Context: an optimization exercise on an open-source flow, tuned for small area, a short achievable clock period and few clock cycles. The choices shown serve that exercise and are no tape-out recipe.
In this exercise RTL edits were held to simulation tests only and were not proved equivalent to the original.
Power figures rest on the tool's default switching activity, not on a simulated workload.

--- design/flow/design.v ---
module ups_deframer (
    input  wire       clk,
    input  wire       rst,
    input  wire       in_valid,
    input  wire [7:0] in_byte,
    output wire       in_ready,
    output wire       out_valid,
    input  wire       out_ready,
    output wire [7:0] out_data,
    output wire       out_len,
    output wire [1:0] dfr_state,
    output wire [7:0] emits,
    output wire [7:0] pos_push,
    output wire [7:0] pos_look,
    output wire [7:0] pos_start
);
    localparam [7:0] MAGIC = 8'h55;
    localparam [7:0] NMAX  = 8'd64;
    localparam [1:0] ST_SEARCH = 2'd0;
    localparam [1:0] ST_HDR    = 2'd1;
    localparam [1:0] ST_BODY   = 2'd2;
    localparam [2:0] PH_IDLE = 3'd0;   
    localparam [2:0] PH_STEP = 3'd1;   
    localparam [2:0] PH_SUM  = 3'd2;   
    localparam [2:0] PH_LEN  = 3'd3;   
    localparam [2:0] PH_DATA = 3'd4;   
    reg [7:0] ring [0:63];
    reg [6:0] push;
    reg [6:0] look;
    reg [6:0] start;
    reg [1:0] state;
    reg [7:0] emit_cnt;
    reg [2:0] phase;
    reg [6:0] k;        
    reg [7:0] cs;       
    function [7:0] chk_step;
        input [7:0] c;
        input [7:0] b;
        begin
            chk_step = (c ^ b) + 8'd1;
        end
    endfunction
    wire [5:0] a0 = start[5:0];
    wire [5:0] a1 = start[5:0] + 6'd1;
    wire [5:0] a2 = start[5:0] + 6'd2;
    wire [5:0] ak = start[5:0] + k[5:0];
    wire [7:0] r0 = ring[a0];
    wire [7:0] r1 = ring[a1];
    wire [7:0] r2 = ring[a2];
    wire [7:0] rk = ring[ak];
    wire [7:0] rl = ring[look[5:0]];
    wire [6:0] avail   = push - start;    
    wire [7:0] hcs     = chk_step(chk_step(8'd0, r0), r1);
    wire       hdr_ok  = (hcs == r2) && (r1 >= 8'd3) && (r1 <= NMAX);
    wire [6:0] last_k  = r1[6:0] - 7'd1;   
    wire [6:0] end_k   = r1[6:0] - 7'd2;   
    assign in_ready  = (phase == PH_IDLE);
    assign out_valid = (phase == PH_LEN) || (phase == PH_DATA);
    assign out_len   = (phase == PH_LEN);
    assign out_data  = (phase == PH_LEN) ? (r1 - 8'd4) : rk;
    assign dfr_state = state;
    assign emits     = emit_cnt;
    assign pos_push  = {1'b0, push};
    assign pos_look  = {1'b0, look};
    assign pos_start = (state == ST_SEARCH) ? 8'hFF : {1'b0, start};
    always @(posedge clk) begin
        if (phase == PH_IDLE && in_valid && !rst)
            ring[push[5:0]] <= in_byte;
    end
    always @(posedge clk) begin
        if (rst) begin
            push     <= 7'd0;
            look     <= 7'd0;
            start    <= 7'd0;
            state    <= ST_SEARCH;
            emit_cnt <= 8'd0;
            phase    <= PH_IDLE;
            k        <= 7'd0;
            cs       <= 8'd0;
        end else begin
            case (phase)
                PH_IDLE: begin
                    if (in_valid) begin
                        push     <= push + 7'd1;
                        emit_cnt <= 8'd0;
                        phase    <= PH_STEP;
                    end
                end
                PH_STEP: begin
                    case (state)
                        ST_SEARCH: begin
                            if (look == push) begin
                                phase <= PH_IDLE;
                            end else if (rl == MAGIC) begin
                                start <= look;
                                look  <= look + 7'd1;
                                state <= ST_HDR;
                            end else begin
                                look <= look + 7'd1;
                            end
                        end
                        ST_HDR: begin
                            if (avail < 7'd3)
                                phase <= PH_IDLE;
                            else if (hdr_ok)
                                state <= ST_BODY;
                            else
                                state <= ST_SEARCH;   
                        end
                        default: begin   
                            if ({1'b0, avail} < r1) begin
                                phase <= PH_IDLE;
                            end else if (r1 == 8'd3) begin
                                state <= ST_SEARCH;   
                            end else begin
                                k     <= 7'd0;
                                cs    <= r2;
                                phase <= PH_SUM;
                            end
                        end
                    endcase
                end
                PH_SUM: begin
                    if (k == last_k) begin
                        if (cs == rk) begin
                            phase <= PH_LEN;
                        end else begin
                            state <= ST_SEARCH;
                            phase <= PH_STEP;
                        end
                    end else begin
                        cs <= chk_step(cs, rk);
                        k  <= k + 7'd1;
                    end
                end
                PH_LEN: begin
                    if (out_ready) begin
                        k <= 7'd3;
                        if (r1 == 8'd4) begin
                            emit_cnt <= emit_cnt + 8'd1;
                            state    <= ST_SEARCH;
                            phase    <= PH_STEP;
                        end else begin
                            phase <= PH_DATA;
                        end
                    end
                end
                PH_DATA: begin
                    if (out_ready) begin
                        if (k == end_k) begin
                            emit_cnt <= emit_cnt + 8'd1;
                            state    <= ST_SEARCH;
                            phase    <= PH_STEP;
                        end else begin
                            k <= k + 7'd1;
                        end
                    end
                end
                default: phase <= PH_IDLE;
            endcase
        end
    end
endmodule
--- design/flow/run.sh ---
#!/bin/bash
# synth_recipe.tcl (not shown) runs the flow's synth.tcl, then flattens the netlist and writes it again
# the make line also repeats each setting of config.mk as NAME=value (left out here)
make -C /OpenROAD-flow-scripts/flow DESIGN_CONFIG=/design/flow/config.mk WORK_HOME=/design/flow/orfs CLKGATE_MAP_FILE= SYNTH_SCRIPT=/design/flow/synth_recipe.tcl finish
--- design/flow/config.mk ---
export PLATFORM = sky130hd
export DESIGN_NAME = ups_deframer
export DESIGN_NICKNAME = ups_deframer
export VERILOG_FILES = /design/flow/design.v
export SDC_FILE = /design/flow/constraint.sdc
export NUM_CORES = 4
export LEC_CHECK = 0
export CAP_MARGIN = 20
export CORE_MARGIN = 2
export CORE_UTILIZATION = 40
export PLACE_DENSITY = 0.6
export SLEW_MARGIN = 20
--- design/flow/constraint.sdc ---
create_clock -name core_clock -period 10.0 [get_ports {clk}]
set_input_delay 2.0000 -clock core_clock [delete_from_list [all_inputs] [get_ports {clk}]]
set_output_delay 2.0000 -clock core_clock [all_outputs]
set_load 0.01 [all_outputs]
==> impl_metrics.csv <==
group,metric,value,unit
drt,dr.first_iter.drc_count,5236,
floorplan,fp.dieW,320,um
power,clock_power_share,0.382,
drt,wl_per_cell,39.3,um
power,p_leak,13.0,nW
synth,syn_area,40000,um2
worst_hold_path,worstHoldStart,"emit_cnt[7]$_SDFFE_PP0P_",
floorplan,row_count,115,
outcome,status,"timing/DRC/antenna clean",
floorplan,die_h,320,um
critical_path,crit_path_max_fanout,40,
floorplan,initial_core_util,0.405,
drt,vias_per_cell,7.49,
layout,area_growth,10.1,%
critical_path,critPathLaunchType,"flip-flop",
clocking,clock_latency,0.65,ns
drt,firstDrtPassIters,6,
floorplan,ios,57,
synth,ys_seq_area_frac,0.415,
drt,drc,0,
place,hpwl,110000,um
critical_path,critPathRequiredTime,8.00,ns
clocking,post-cts-setup-buffers,0,
clocking,ctsResizeCount,0,
layout,final_nets,2705,
timing,skew,0.0236,ns
power,switching_share,0.292,
job,cap_violations,0,
synth,synth_edf_count,512,
synth,yosysUniqueCellTypes,99,
power,peakVddDrop,102,uV
power,p_per_area,156,nW/um2
power,intPower,4.86,mW
timing,slew_violations,0,
critical_path,cp-end-kind,"output pin",
clocking,ctsHoldBuffers,0,
synth,async_flop_share,0,
critical_path,startpoint,"start[0]$_SDFFE_PP0P_",
power,p_total,6.86,mW
timing,timing.fmax,115,MHz
floorplan,die_area,102000,um2
worst_hold_path,hold_path_class,"reg -> reg",
clocking,clk_pin_slew,0.06,ns
synth,synthFlopType,"edfxtp_1",
clocking,cts-root-buf,"clkbuf_16",
global_route,grt_pass1_vias,28500,
power,p_comb_frac,0.224,
power,p_sw,2.00,mW
drt,route.vias.total,30000,
critical_path,path_class,"reg -> out",
drt,ant_nets,0,
layout,utilization,0.446,
timing,worst_pin_slew,1.25,ns
layout,stdcell_area,44000,um2
synth,synthCells,2671,
clocking,htree_levels,3,
place,dp_worst_setup_slack,2.14,ns
place,post_dp_cell_area,41600,um2
timing,min_period_over_period,0.869,
layout,drive_gt1_frac,0.308,
timing,finalSetupViolations,0,
global_route,grt-ovfl-total,0,
timing,setup-tns-final,0,ns
clocking,cts_made_buffers,70,
timing,finalHoldViolations,0,
clocking,cts_buffer_depth,3,
global_route,grt_pass1_wl,222000,um
floorplan,coreArea,98700,um2
drt,finalWirelength,157000,um
critical_path,reg2reg_from,"start[0]$_SDFFE_PP0P_",
timing,post-route-min-period,8.69,ns
synth,syn_avg_cell_area,15.0,um2
timing,rsz0062_at_grt,"false",
place,routabilityCongestion,1.00,
clocking,clock_sinks,573,
global_route,antenna_found_initial,6,
synth,ys_ff_latch,573,
timing,fin_ws,1.31,ns
place,io_buffers,54,
global_route,track_usage,0.305,
synth,ys_warn_count,1,
timing,slew_headroom,0.167,
power,seq_power_share,0.394,
critical_path,worstPathArrival,6.69,ns
clocking,cts_tree,"yes",
global_route,grt_max_degree,71,
[critical path, cell delays in order (launching register included)]
cell,delay (ns)
dfxtp_4,0.84
buf_4,0.65
and2_0,0.48
o211ai_1,0.50
buf_4,0.34
a221oi_1,0.42
a2111oi_0,0.13
buf_4,0.21
mux2i_1,0.15
buf_4,0.23
ha_1,0.38
nand2_1,0.08
or3_1,0.34
nand2_1,0.17
xor2_1,0.09
o21ai_0,0.33
clkdlybuf4s50_1,0.62
[state kept, by name, indices dropped and copies added (netlist names), named ones only]
| signal | cells |
|---|---|
| state | 2 |
| phase | 3 |
| k | 7 |
| look | 7 |
| ring | 512 |
| start | 7 |
| cs | 8 |
| emit_cnt | 8 |
| push | 7 |
[cell usage after synthesis (29+ instances only)]
| library cell | number | area share |
|---|---|---|
| edfxtp_1 | 512 | 0.38 |
| mux4_2 | 594 | 0.33 |
| dfxtp_1 | 61 | 0.031 |
| mux2i_1 | 128 | 0.032 |
| nor3_1 | 37 | 0.0046 |
| o21ai_0 | 46 | 0.0058 |
| a21oi_1 | 67 | 0.0084 |
| a22oi_1 | 29 | 0.0054 |
| nor3b_1 | 29 | 0.0054 |
| inv_1 | 59 | 0.0055 |
| nand2_1 | 126 | 0.012 |
| xor2_1 | 33 | 0.0072 |
| clkbuf_1 | 90 | 0.0085 |
| buf_2 | 45 | 0.0056 |
| nand3_1 | 53 | 0.0066 |
| nor4bb_1 | 32 | 0.0080 |
| xnor2_1 | 50 | 0.011 |
| nor2_1 | 156 | 0.015 |
| ha_1 | 33 | 0.010 |
[kinds of logic after synthesis]
| logic type | synth area share |
|---|---|
| AOI/OAI and AO/OA | 0.0603 |
| DFF | 0.415 |
| and+or+nand+nor | 0.0878 |
| other | 0.0000938 |
| xor gates and xnor gates | 0.0205 |
| adders and majority gates | 0.0113 |
| muxes | 0.369 |
| buffers and inverters | 0.0353 |
[layout by cell type (no fill, tap or decap), types with 24 or more instances in the layout]
master,n
mux4_2,594
edfxtp_1,512
nor2_1,148
mux2i_1,128
nand2_1,126
clkbuf_16,74
buf_4,69
a21oi_1,67
inv_1,59
dfxtp_1,54
nand3_1,53
o21ai_0,46
clkdlybuf4s50_1,45
xnor2_1,44
nor3_1,37
xor2_1,32
nor4bb_1,32
ha_1,30
a22oi_1,29
nor3b_1,29
nand4_1,25
and2_1,24
[metal layers]
layer,vias up,share of wire,global-route usage
met1,15500,0.37,0.421
met3,381,0.14,0.0950
li1,11300,-,-
met2,2712,0.43,0.445
met4,8,0.050,0.127
met5,-,0.00038,0
[stage by stage]
step           hold slack, ns  std cells
6_report                0.487       3997
3_3_place_gp            0.467       3873
3_5_place_dp            0.485       3873
2_1_floorplan           0.484       2672
4_1_cts                 0.492       3995
5_1_grt                 0.523       3996
[final cells by class]
cell class,count,area [um2]
Tap cell,1287,1610
Antenna cell,2,5.00
Clock inverter,36,405
Inverter,62,233
Multi-Input combinational cell,1824,22100
Sequential cell,573,16600
Clock buffer,86,1910
Fill cell,8627,54700
Timing Repair Buffer,127,1090
[power by group through the flow]
| stage | logic, mW | clock network [mW] | registers (mW) |
|---|---|---|---|
| floorplan | 0.978 | 0 | 2.72 |
| global placement | 1.49 | 0 | 2.75 |
| detailed placement | 1.50 | 0 | 2.75 |
| CTS | 1.51 | 2.64 | 2.70 |
| global route | 1.61 | 2.74 | 2.71 |
| finish | 1.53 | 2.62 | 2.70 |
[path summary, 6_finish.rpt]
| check | endpoint | cells after the start | slack (ns) |
|---|---|---|---|
| max reg2reg | k[5]$_SDFFE_PP0P_ | 16 | 2.94 |
| min | emit_cnt[7]$_SDFFE_PP0P_ | 2 | 0.49 |
| min reg2reg | emit_cnt[7]$_SDFFE_PP0P_ | 2 | 0.49 |
| max | out_data[6] | 16 | 1.31 |
Testbench counts, summed over its fixed seeds: cycles 123,211.

[static timing again, ports no longer ideal]
In the flow no input, the clock included, has a driving cell. The finished layout below was timed again as built, in two steps.
Step 1, drivers: a clkbuf_16 drives clk and a buf_2 each remaining input, both assumed.
Step 2 moves the port delays by t, midway between the first and last clock arrival at a register: inputs arrive t later, outputs are due t later. That takes back most of the time a late clock gives input paths.
Three values: ideal ports, drivers, drivers and shift; two values: the first two.
t (ns): 0.710
setup WS [ns]: 1.309 / 1.235 / 1.946
worst setup path at the end: register to output
clock arrival spread, ns: 0.033 / 0.033
After both steps setup and hold are still met in this run. For this run, drivers alone change the setup slack by -0.074 ns; drivers and shift together by +0.637 ns.
